This design comes from an exercise in tuning for small area on the open sky130 flow, not from production work.
In this exercise RTL edits were held to simulation tests only and were not proved equivalent to the original.
No activity file was given, so power comes from the tool's default toggle rates.

Setup of harbor:
// dcpu16_core
module dcpu16_core (
    input  wire        clk,
    input  wire        rst,
    output reg         mem_req,
    output reg         mem_we,
    output wire [15:0] mem_addr,
    output wire [15:0] mem_wdata,
    input  wire        mem_ack,
    input  wire [15:0] mem_rdata,
    output wire        halted
);
    localparam [3:0] OP_EXT = 4'h0, OP_SET = 4'h1, OP_ADD = 4'h2, OP_SUB = 4'h3,
                     OP_MUL = 4'h4, OP_DIV = 4'h5, OP_MOD = 4'h6, OP_SHL = 4'h7,
                     OP_SHR = 4'h8, OP_AND = 4'h9, OP_BOR = 4'hA, OP_XOR = 4'hB,
                     OP_IFE = 4'hC, OP_IFN = 4'hD, OP_IFG = 4'hE, OP_IFB = 4'hF;
    localparam [5:0] EOP_JSR = 6'h01, EOP_INT = 6'h08, EOP_IAG = 6'h09, EOP_IAS = 6'h0A,
                     EOP_HWN = 6'h10, EOP_HWQ = 6'h11, EOP_HWI = 6'h12;
    localparam [5:0] OPC_POP = 6'h18, OPC_PEEK = 6'h19, OPC_PUSH = 6'h1A, OPC_SP = 6'h1B,
                     OPC_PC = 6'h1C, OPC_EX = 6'h1D, OPC_IA = 6'h1E, OPC_NW = 6'h1F;
    localparam [4:0] S_F0    = 5'd0,    
                     S_FETCH = 5'd1,    
                     S_DEC   = 5'd2,    
                     S_SKIP  = 5'd3,    
                     S_NW    = 5'd4,    
                     S_LOC   = 5'd5,    
                     S_RD    = 5'd6,    
                     S_BMV   = 5'd7,    
                     S_APC   = 5'd8,    
  ...
For scale: about 290 flip-flops, ~0.013 mm2 of cells after synthesis.
clock: 10.0 ns
lec_check: 0
abc_area: 1
cap_margin: 30
core_margin: 2
core_utilization: 30
cts_buf_list: sky130_fd_sc_hd__clkbuf_8
cts_cluster_diameter: 60
cts_cluster_size: 14
gpl_timing_driven: 0
slew_margin: 30
standard.sh (not shown) runs the stock make flow with config.mk's settings and CLKGATE_MAP_FILE= SYNTH_SCRIPT=/design/flow/synth_recipe.tcl, a recipe that flattens the netlist after the stock synthesis.
==> flow/flow/run.sh <==
#!/bin/bash
# The standard layout (the standard.sh: standard synthesis, ORFS from
# floorplan to finish), except that the input and output ports are buffered
# with the platform's smallest buffer, sky130_fd_sc_hd__buf_1, instead of the
# buffer_ports default. Every port still gets its own buffer.
set -euo pipefail
export BUFFER_PORTS_ARGS="-buffer_cell sky130_fd_sc_hd__buf_1"
bash standard.sh > standard.log 2>&1
Every stage of the flow completed for harbor, and the final layout passed the timing, DRC and antenna checks.
diff inputs: harbor => amber
Settings: CTS_BUF_LIST changed from sky130_fd_sc_hd__clkbuf_8 to sky130_fd_sc_hd__clkbuf_4; CTS_CLUSTER_SIZE changed from 14 to 10; CTS_CLUSTER_DIAMETER changed from 60 to 45.
==> flow/flow/run.sh <==
#!/bin/bash
# The standard layout (the standard.sh: standard synthesis, ORFS from
# floorplan to finish), except that:
#  - the input and output ports are buffered with the platform's smallest
#    buffer, sky130_fd_sc_hd__buf_1 (every port still gets its own buffer);
#  - clock tree synthesis adds no dummy loads to the clock nets.
set -euo pipefail
export BUFFER_PORTS_ARGS="-buffer_cell sky130_fd_sc_hd__buf_1"
export CTS_ARGS="-sink_clustering_enable -repair_clock_nets -sink_clustering_size 10 -sink_clustering_max_diameter 45 -buf_list sky130_fd_sc_hd__clkbuf_4 -dont_use_dummy_load"
bash standard.sh > standard.log 2>&1
Results
- Result: PASS for each of harbor and amber
- Delta (amber minus harbor): total internal power -about 3.7%, worst setup slack shows a reduction of 0.0075 ns.
- Going from harbor to amber, the relative area of clock buffers and inverters in the final design was found to have gone down by 1.2 points.
- The count of nets after finishing of amber exceeds that of harbor by 14.
- In amber, the final cell area excluding filler cells came out 1.2% below the value in harbor.
- On fmax, harbor and amber are basically level.
- ~same global-route total usage across every layer in harbor and amber
Changes in lagoon relative to amber:
Settings: CTS_BUF_LIST now sky130_fd_sc_hd__clkbuf_8, was sky130_fd_sc_hd__clkbuf_4; CTS_CLUSTER_DIAMETER now 60, was 45; CTS_CLUSTER_SIZE now 14, was 10.
==> flow/run.sh (new file) <==
#!/bin/bash
# synth_recipe.tcl (not shown) runs the flow's synth.tcl, then flattens the netlist and writes it again
# the make line also repeats each setting of config.mk as NAME=value (left out here)
make -C /OpenROAD-flow-scripts/flow DESIGN_CONFIG=/design/flow/config.mk WORK_HOME=/design/flow/orfs CLKGATE_MAP_FILE= SYNTH_SCRIPT=/design/flow/synth_recipe.tcl finish
removed: flow/flow/run.sh
removed: flow/standard.sh
==> results.txt <==
[diff] final total power, lagoon relative to amber: regression. lagoon and amber ended up with roughly the same number of cells in the design after placement. | wire length reported by the detailed router | lower: lagoon |. lagoon reports its critical-path cell with the highest stage delay as sky130_fd_sc_hd__nor2_1 while amber reports sky130_fd_sc_hd__xnor2_1. Sequential share of layout area ends up lower on lagoon. As far as synthesized cell count goes, lagoon and amber are indistinguishable; the numbers are identical. lagoon vs amber: worst hold slack up. Changes observed in lagoon relative to amber: power per unit of standard cell area higher; signed area change from the synthesized netlist to the final layout higher; setup slack lower. Compared with amber, lagoon degrades via count.

-- port drivers added, routing unchanged --
Ports are ideal in the flow. The routed layouts listed here were re-timed in OpenROAD.
Step 1 (the two cells are an assumption about what drives the block):
set clk [get_ports {clk}]
set_driving_cell -lib_cell sky130_fd_sc_hd__clkbuf_16 $clk
set_driving_cell -lib_cell sky130_fd_sc_hd__buf_2 [delete_from_list [all_inputs] $clk]
Step 2 times the ports against the registers' clock, not the clock port: input delays grow and output delays shrink by t, the midpoint of the rising clock arrivals with the driver on.
Three values: no drivers, after step 1, after step 2; two values: the first two.
run	t, ns	setup slack, ns	worst hold slack (ns)	worst register clock-pin slew, ns	cell pins on the clock port's net
harbor	0.688	2.091 / 2.117 / 1.429	0.318 / 0.318 / 0.318	0.10 / 0.10	1
amber	0.701	2.083 / 2.109 / 1.408	0.263 / 0.263 / 0.263	0.12 / 0.12	1
lagoon	0.685	1.912 / 1.936 / 1.250	0.321 / 0.321 / 0.321	0.11 / 0.11	1
After both steps setup and hold are still met in every run listed. The setup slack of amber, which loses most, moves by +0.026 ns with the drivers and by -0.675 ns with both steps.
